This design comes from an exercise in tuning for small area, a short achievable clock period and few clock cycles on the open sky130 flow, not from production work. Function was checked by simulation only, so behaviour that the tests miss may differ from the original. Power is estimated from default activity; no workload was simulated.

**flow/config.mk**
```make
export PLATFORM = sky130hd
export DESIGN_NAME = scc_lnkdec
export DESIGN_NICKNAME = scc_lnkdec
export VERILOG_FILES = /design/flow/design.v
export SDC_FILE = /design/flow/constraint.sdc
export NUM_CORES = 4
export LEC_CHECK = 0
export CAP_MARGIN = 20
export CORE_MARGIN = 2
export CORE_UTILIZATION = 40
export PLACE_DENSITY = 0.6
export SLEW_MARGIN = 20
```
**flow/run.sh**
```bash
#!/bin/bash
# synth_recipe.tcl (not shown) runs the flow's synth.tcl, then flattens the netlist and writes it again
# the make line also repeats each setting of config.mk as NAME=value (left out here)
make -C /OpenROAD-flow-scripts/flow DESIGN_CONFIG=/design/flow/config.mk WORK_HOME=/design/flow/orfs CLKGATE_MAP_FILE= SYNTH_SCRIPT=/design/flow/synth_recipe.tcl finish
```
**flow/design.v**
```verilog
module scc_lnkdec (
    input  wire        clk,
    input  wire        rst,
    input  wire        start,
    input  wire        use_crc,
    input  wire [31:0] rxlen,
    input  wire [31:0] explen,
    output wire        ready,
    output wire        done,
    output wire [31:0] nvalid,
    output wire [31:0] ninvalid,
    output wire [31:0] reclen,
    input  wire        in_valid,
    output wire        in_ready,
    input  wire [31:0] in_data,
    output wire        out_valid,
    input  wire        out_ready,
    output wire [31:0] out_data,
    output wire        vm_valid,
    input  wire        vm_ready,
    output wire [31:0] vm_data
);
    localparam [3:0] S_IDLE = 4'd0,
                     S_RUN  = 4'd1,
                     S_FET  = 4'd2,
                     S_DEC  = 4'd3,
                     S_CHK  = 4'd4,
                     S_VM   = 4'd5,
                     S_EMIT = 4'd6,
                     S_OUT  = 4'd7,
                     S_END  = 4'd8,
                     S_DONE = 4'd9;
    reg  [3:0]  state;
    reg         mode_crc;
    reg  [31:0] rx_left;      
    reg  [27:0] win_left;     
    reg  [31:0] ibuf;         
    reg  [5:0]  ibits;        
    reg  [6:0]  cw;           
    reg  [2:0]  cwn;          
    reg  [15:0] blk;          
    reg  [1:0]  nibn;         
    reg  [31:0] kpos;         
    reg  [12:0] ebuf;         
    reg  [3:0]  ecnt;         
    reg  [31:0] obuf;         
    reg  [5:0]  obits;        
    reg  [31:0] orem;         
    reg         ret_end;      
    reg  [31:0] nvalid_r;
    reg  [31:0] ninvalid_r;
    reg  [31:0] reclen_r;
    reg  [31:0] vm_r;
    function [3:0] ham_dec(input [6:0] c);
        reg [2:0] s;
        reg [6:0] f;
        begin
            s[2] = c[6] ^ c[5] ^ c[3] ^ c[2];    
            s[1] = c[6] ^ c[4] ^ c[3] ^ c[1];    
            s[0] = c[5] ^ c[4] ^ c[3] ^ c[0];    
            case (s)
                3'd6:    f = 7'b1000000;         
                3'd5:    f = 7'b0100000;         
                3'd3:    f = 7'b0010000;         
                3'd7:    f = 7'b0001000;         
                3'd4:    f = 7'b0000100;         
                3'd2:    f = 7'b0000010;         
                3'd1:    f = 7'b0000001;         
                default: f = 7'b0000000;
            endcase
            ham_dec = (c ^ f) >> 3;
        end
    endfunction
    function [2:0] crc_rem(input [15:0] v);
        integer i;
        reg [15:0] w;
        begin
            w = v;
            for (i = 15; i >= 3; i = i - 1)
                if (w[i])
                    w[i -: 4] = w[i -: 4] ^ 4'b1011;
            crc_rem = w[2:0];
        end
    endfunction
    wire [3:0]  nib      = ham_dec(cw);
    wire [32:0] rxwords  = ({1'b0, rxlen} + 33'd31) >> 5;
    wire        ebit_keep = mode_crc || (orem != 32'd0);
    assign ready    = (state == S_IDLE) || (state == S_DONE);
    assign done     = (state == S_DONE);
    assign nvalid   = nvalid_r;
    assign ninvalid = ninvalid_r;
    assign reclen   = reclen_r;
    assign in_ready = (state == S_FET);
    assign out_valid = (state == S_OUT);
    assign out_data = obuf;
    assign vm_valid = (state == S_VM);
    assign vm_data  = vm_r;
    always @(posedge clk) begin
        if (rst) begin
            state      <= S_IDLE;
            mode_crc   <= 1'b0;
            rx_left    <= 32'd0;
            win_left   <= 28'd0;
            ibuf       <= 32'd0;
            ibits      <= 6'd0;
            cw         <= 7'd0;
            cwn        <= 3'd0;
            blk        <= 16'd0;
            nibn       <= 2'd0;
            kpos       <= 32'd0;
            ebuf       <= 13'd0;
            ecnt       <= 4'd0;
            obuf       <= 32'd0;
            obits      <= 6'd0;
            orem       <= 32'd0;
            ret_end    <= 1'b0;
            nvalid_r   <= 32'd0;
            ninvalid_r <= 32'd0;
            reclen_r   <= 32'd0;
            vm_r       <= 32'd0;
        end else begin
            case (state)
                S_IDLE, S_DONE: begin
                    if (start) begin
                        mode_crc   <= use_crc;
                        rx_left    <= rxlen;
                        win_left   <= rxwords[27:0];
                        ibits      <= 6'd0;
                        cwn        <= 3'd0;
                        nibn       <= 2'd0;
                        kpos       <= 32'd0;
                        obits      <= 6'd0;
                        orem       <= explen;
                        nvalid_r   <= 32'd0;
                        ninvalid_r <= 32'd0;
                        reclen_r   <= use_crc ? 32'd0 : explen;
                        state      <= S_RUN;
                    end else begin
                        state      <= S_IDLE;
                    end
                end
                S_RUN: begin
                    if (ibits == 6'd0) begin
                        state <= (win_left != 28'd0) ? S_FET : S_END;
                    end else begin
                        ibuf  <= {ibuf[30:0], 1'b0};
                        ibits <= ibits - 6'd1;
                        if (rx_left != 32'd0) begin
                            rx_left <= rx_left - 32'd1;
                            cw      <= {cw[5:0], ibuf[31]};
                            if (cwn == 3'd6) begin
                                cwn   <= 3'd0;
                                state <= S_DEC;
                            end else begin
                                cwn   <= cwn + 3'd1;
                            end
                        end
                    end
                end
                S_FET: begin
                    if (in_valid) begin
                        ibuf     <= in_data;
                        ibits    <= 6'd32;
                        win_left <= win_left - 28'd1;
                        state    <= S_RUN;
                    end
                end
                S_DEC: begin
                    if (mode_crc) begin
                        blk  <= {blk[11:0], nib};
                        nibn <= nibn + 2'd1;
                        state <= (nibn == 2'd3) ? S_CHK : S_RUN;
                    end else begin
                        ebuf  <= {nib, 9'd0};
                        ecnt  <= 4'd4;
                        state <= S_EMIT;
                    end
                end
                S_CHK: begin
                    kpos <= kpos + 32'd13;
                    if (crc_rem(blk) == 3'd0) begin
                        nvalid_r <= nvalid_r + 32'd1;
                        reclen_r <= reclen_r + 32'd13;
                        ebuf     <= blk[15:3];
                        ecnt     <= 4'd13;
                        vm_r     <= kpos;
                        state    <= S_VM;
                    end else begin
                        ninvalid_r <= ninvalid_r + 32'd1;
                        state      <= S_RUN;
                    end
                end
                S_VM: begin
                    if (vm_ready)
                        state <= S_EMIT;
                end
                S_EMIT: begin
                    if (ecnt == 4'd0) begin
                        state <= S_RUN;
                    end else if (obits == 6'd32) begin
                        ret_end <= 1'b0;
                        state   <= S_OUT;
                    end else begin
                        if (ebit_keep) begin
                            obuf  <= {obuf[30:0], ebuf[12]};
                            obits <= obits + 6'd1;
                            if (!mode_crc)
                                orem <= orem - 32'd1;
                        end
                        ebuf <= {ebuf[11:0], 1'b0};
                        ecnt <= ecnt - 4'd1;
                    end
                end
                S_OUT: begin
                    if (out_ready) begin
                        obits <= 6'd0;
                        state <= ret_end ? S_END : S_EMIT;
                    end
                end
                S_END: begin
                    if (obits == 6'd32) begin
                        ret_end <= 1'b1;
                        state   <= S_OUT;
                    end else if (!mode_crc && orem != 32'd0) begin
                        obuf  <= {obuf[30:0], 1'b0};
                        obits <= obits + 6'd1;
                        orem  <= orem - 32'd1;
                    end else if (obits != 6'd0) begin
                        obuf  <= {obuf[30:0], 1'b0};
                        obits <= obits + 6'd1;
                    end else begin
                        state <= S_DONE;
                    end
                end
                default: state <= S_IDLE;
            endcase
        end
    end
endmodule
```
**flow/constraint.sdc**
```tcl
create_clock -name core_clock -period 10.0 [get_ports {clk}]
set_input_delay 2.0000 -clock core_clock [delete_from_list [all_inputs] [get_ports {clk}]]
set_output_delay 2.0000 -clock core_clock [all_outputs]
set_load 0.01 [all_outputs]
```
==> run notes <==
[final timing paths]
path / end / startpoint
setup / recovery: in_ready / state[3]
hold / removal: vm_r[18] / vm_r[18]
setup reg to reg: nvalid_r[31] / state[3]
hold reg to reg: vm_r[18] / vm_r[18]
[power by group]
| part | switching (mW) | internal, mW |
|---|---|---|
| sequential | 0.263 | 1.77 |
| clock | 0.666 | 1.00 |
| combinational | 1.35 | 0.745 |
| total | 2.28 | 3.52 |
[layout make-up]
cell class | count | area share [%]
clock buffer | 67 | 5.40
timing repair buffer | 297 | 11.7
tap | 672 | 3.37
sequential | 379 | 30.4
clock inverter | 11 | 0.571
inverter | 58 | 0.872
multi-input combinational | 2086 | 47.7
[critical path, delay by kind of cell (launching register included)]
kind | cells | cell delay (ns)
buf+inv | 3 | 1.00
simple gates | 1 | 0.76
flops | 1 | 0.53
[stage by stage]
stage | power (mW) | hold WS, ns
floorplan | 3.49 | 0.432
global placement | 4.08 | 0.444
detailed placement | 4.13 | 0.446
CTS | 5.83 | 0.455
global route | 6.17 | 0.472
finish | 5.80 | 0.452
[cell families (layout without fill, tap and decap cells)]
logic type / count (synthesis) / in the layout / synth area share (%)
AND/OR/NAND/NOR: 1175 / 1175 / 27.0
adder cells (fa/ha/maj): 16 / 16 / 0.969
flip-flops: 379 / 379 / 37.2
multiplexers: 48 / 48 / 2.42
XOR/XNOR: 74 / 74 / 3.32
buffers and inverters: 242 / 433 / 4.80
AO/OA/AOI/OAI: 773 / 773 / 24.3
[cell usage in the layout (no fill, tap or decap), drive strengths merged, types with 53 or more instances in the layout]
master         Yosys  final
or3               53     53
inv               56     57
clkbuf           140     67
o21ai            166    166
clkdlybuf4s50      0    266
nand2            470    470
nor3              89     89
nor2             237    237
a21oi            292    292
dfxtp            379    379
nand3            111    111
[metal layers]
metal	vias up	wire (um)	global-route usage, %
met5	-	12	0
met4	2	1730	7.60
met3	104	3470	3.71
met2	576	29600	38.4
met1	9722	28500	30.9
li1	10200	-	-
==> reports/qor.json <==
{
  "run_status": {"value": "timing/DRC/antenna clean"},
  "place.gp.congestion": {"value": 0.843},
  "die-width": {"value": 230, "unit": "um"},
  "numPortBuffers": {"value": 267},
  "cts-root-buf": {"value": "sky130_fd_sc_hd__clkbuf_16"},
  "synth.largest_area_cell": {"value": "sky130_fd_sc_hd__dfxtp_1"},
  "placed_area": {"value": 0.0235, "unit": "mm2"},
  "synth_ff_type": {"value": "sky130_fd_sc_hd__dfxtp_1"},
  "die_h": {"value": 230, "unit": "um"},
  "cts_bufs_inserted": {"value": 44},
  "post-cts-setup-buffer-count": {"value": 0},
  "viasPerCell": {"value": 5.76},
  "cp-end-kind": {"value": "primary output"},
  "maximum_number_of_pins_on_one_net_before_global_route_repair": {"value": 196},
  "fmax": {"value": 204, "unit": "MHz"},
  "maxCapViolations": {"value": 0},
  "multiInputGateArea": {"value": 0.0119, "unit": "mm2"},
  "drcViolationCount": {"value": 0},
  "area_growth": {"value": 22.4, "unit": "%"},
  "slew_headroom": {"value": 22.7, "unit": "%"},
  "timing.critical_path.cells": {"value": "or4b_2 > buf_4 > clkinv_1 > clkdlybuf4s50_1"},
  "powerDensity": {"value": 232, "unit": "mW/mm2"},
  "post_layout_nonfiller_instances": {"value": 3570},
  "yosys.area.top_type_share": {"value": 37.2, "unit": "%"},
  "cts-resized-gates": {"value": 0},
  "clock-skew-final": {"value": 0.0112, "unit": "ns"},
  "hold_path.class": {"value": "register to register"},
  "grtUsageTotal": {"value": 23.2, "unit": "%"},
  "worst_path_max_delay_cell": {"value": "sky130_fd_sc_hd__or4b_2"},
  "fin_ws": {"value": 5.09, "unit": "ns"},
  "synth_edf_count": {"value": 0},
  "core.rowCount": {"value": 82},
  "finalWirelength": {"value": 63.3, "unit": "mm"},
  "syn-cell-area": {"value": 0.0204, "unit": "mm2"},
  "cts_tree": {"value": "done"},
  "synth_most_common_cell": {"value": "sky130_fd_sc_hd__nand2_1"},
  "yosys-top-cells-count": {"value": "sky130_fd_sc_hd__nand2_1, sky130_fd_sc_hd__dfxtp_1, sky130_fd_sc_hd__a21oi_1"},
  "cts.hold.buffers_added": {"value": 0},
  "critical_path.startpoint_type": {"value": "register"},
  "power.leakage": {"value": 8.15, "unit": "nW"},
  "die-area": {"value": 0.0528, "unit": "mm2"},
  "placeableCoreArea": {"value": 0.0503, "unit": "mm2"},
  "async_flop_share": {"value": 0, "unit": "%"},
  "layout_min_cycle_time": {"value": 4.91, "unit": "ns"},
  "hold_viol_final": {"value": 0},
  "critical_path_class": {"value": "register to primary output"},
  "grt_pass1_vias": {"value": 19100},
  "number_of_antenna_violations_at_the_first_check_in_global_routing": {"value": 1},
  "antenna_cells": {"value": 0},
  "drt-wirelength-per-cell": {"value": 17.7, "unit": "um"},
  "report.final.slew_viol_count": {"value": 0},
  "detailedRoute.firstIterationViolations": {"value": 1777},
  "clock_latency": {"value": 0.57, "unit": "ns"},
  "min_path_cells": {"value": 2},
  "grt_overflow": {"value": 0},
  "synth.ff_latch_count": {"value": 379},
  "place_ws": {"value": 4.81, "unit": "ns"},
  "fill_cells": {"value": 4899},
  "cpPeakStageDelay": {"value": 0.76, "unit": "ns"},
  "netlist-cell-type-count": {"value": 91},
  "cp_max_fo": {"value": 62},
  "sequential_element_share_of_the_synthesized_area": {"value": 37.2, "unit": "%"},
  "depth_of_the_most_critical_reg_to_reg_path": {"value": 8},
  "grt_setup_unrepaired": {"value": "no"},
  "reg2reg_slack": {"value": 6.03, "unit": "ns"},
  "boundary_pin_count": {"value": 268},
  "dr_total_vias": {"value": 20600},
  "final_nets": {"value": 2984},
  "worst_ep_arrival_time": {"value": 2.91, "unit": "ns"},
  "setup_violations": {"value": 0},
  "max_slew.worst_pin.slew": {"value": 1.16, "unit": "ns"},
  "syn-instance-count": {"value": 2707},
  "post_route_cells_drive_above_1_share": {"value": 6.00, "unit": "%"},
  "initial_utilization": {"value": 40.6, "unit": "%"},
  "synth-warning-count": {"value": 1},
  "syn-num-nets": {"value": 2825},
  "finalSetupTns": {"value": 0, "unit": "ns"},
  "seq_area": {"value": 0.00759, "unit": "mm2"},
  "cts_num_sinks": {"value": 379},
  "critPathRequiredTime": {"value": 8.00, "unit": "ns"},
  "ir_worst_vdd": {"value": 0.000129, "unit": "V"},
  "cts_buffer_depth": {"value": 3},
  "utilization_after_layout": {"value": 49.7, "unit": "%"},
  "post-route-cell-area": {"value": 0.0250, "unit": "mm2"},
  "dpl.cell_count": {"value": 3492},
  "synth.top_cells.by_area": {"value": "sky130_fd_sc_hd__dfxtp_1, sky130_fd_sc_hd__nand2_1, sky130_fd_sc_hd__a21oi_1, sky130_fd_sc_hd__nor2_1, sky130_fd_sc_hd__o21ai_0"},
  "ant_nets": {"value": 0},
  "hpwlAfterDp": {"value": 42.9, "unit": "mm"},
  "finalCritPeriodShare": {"value": 49.1, "unit": "%"},
  "wire_length_of_the_first_global_routing_pass": {"value": 102, "unit": "mm"},
  "detailedRoute.firstPassIterationCount": {"value": 6},
  "clkTransAtPathRegs": {"value": 0.06, "unit": "ns"},
  "level_count_of_the_clock_h_tree": {"value": 2},
  "syn-mean-instance-area": {"value": 7.54, "unit": "um2"}
}
Testbench counts, summed over its fixed seeds: cycles 283,198.

[afterwards: timing with drivers on the ports]
No port has a modelled driver above. Below, the same layout with a new extraction and two added sets of constraints. Step 1 (the two cells are an assumption about what drives the block):
set clk [get_ports {clk}]
set_driving_cell -lib_cell sky130_fd_sc_hd__clkbuf_16 $clk
set_driving_cell -lib_cell sky130_fd_sc_hd__buf_2 [delete_from_list [all_inputs] $clk]
Step 2, shift: input delay + t, output delay - t, t = (earliest + latest rising clock arrival at the registers) / 2. This alone moves slack from input paths to output paths. a / b / c = no drivers / after step 1 / after step 2; a / b = the first two.
shift t [ns]: 0.625
setup slack, ns: 5.087 / 5.031 / 4.734
pins driven straight from the clock port: 1
After both steps setup and hold are still met in this run. The setup slack of this run moves by -0.056 ns with the drivers and by -0.353 ns with both steps.
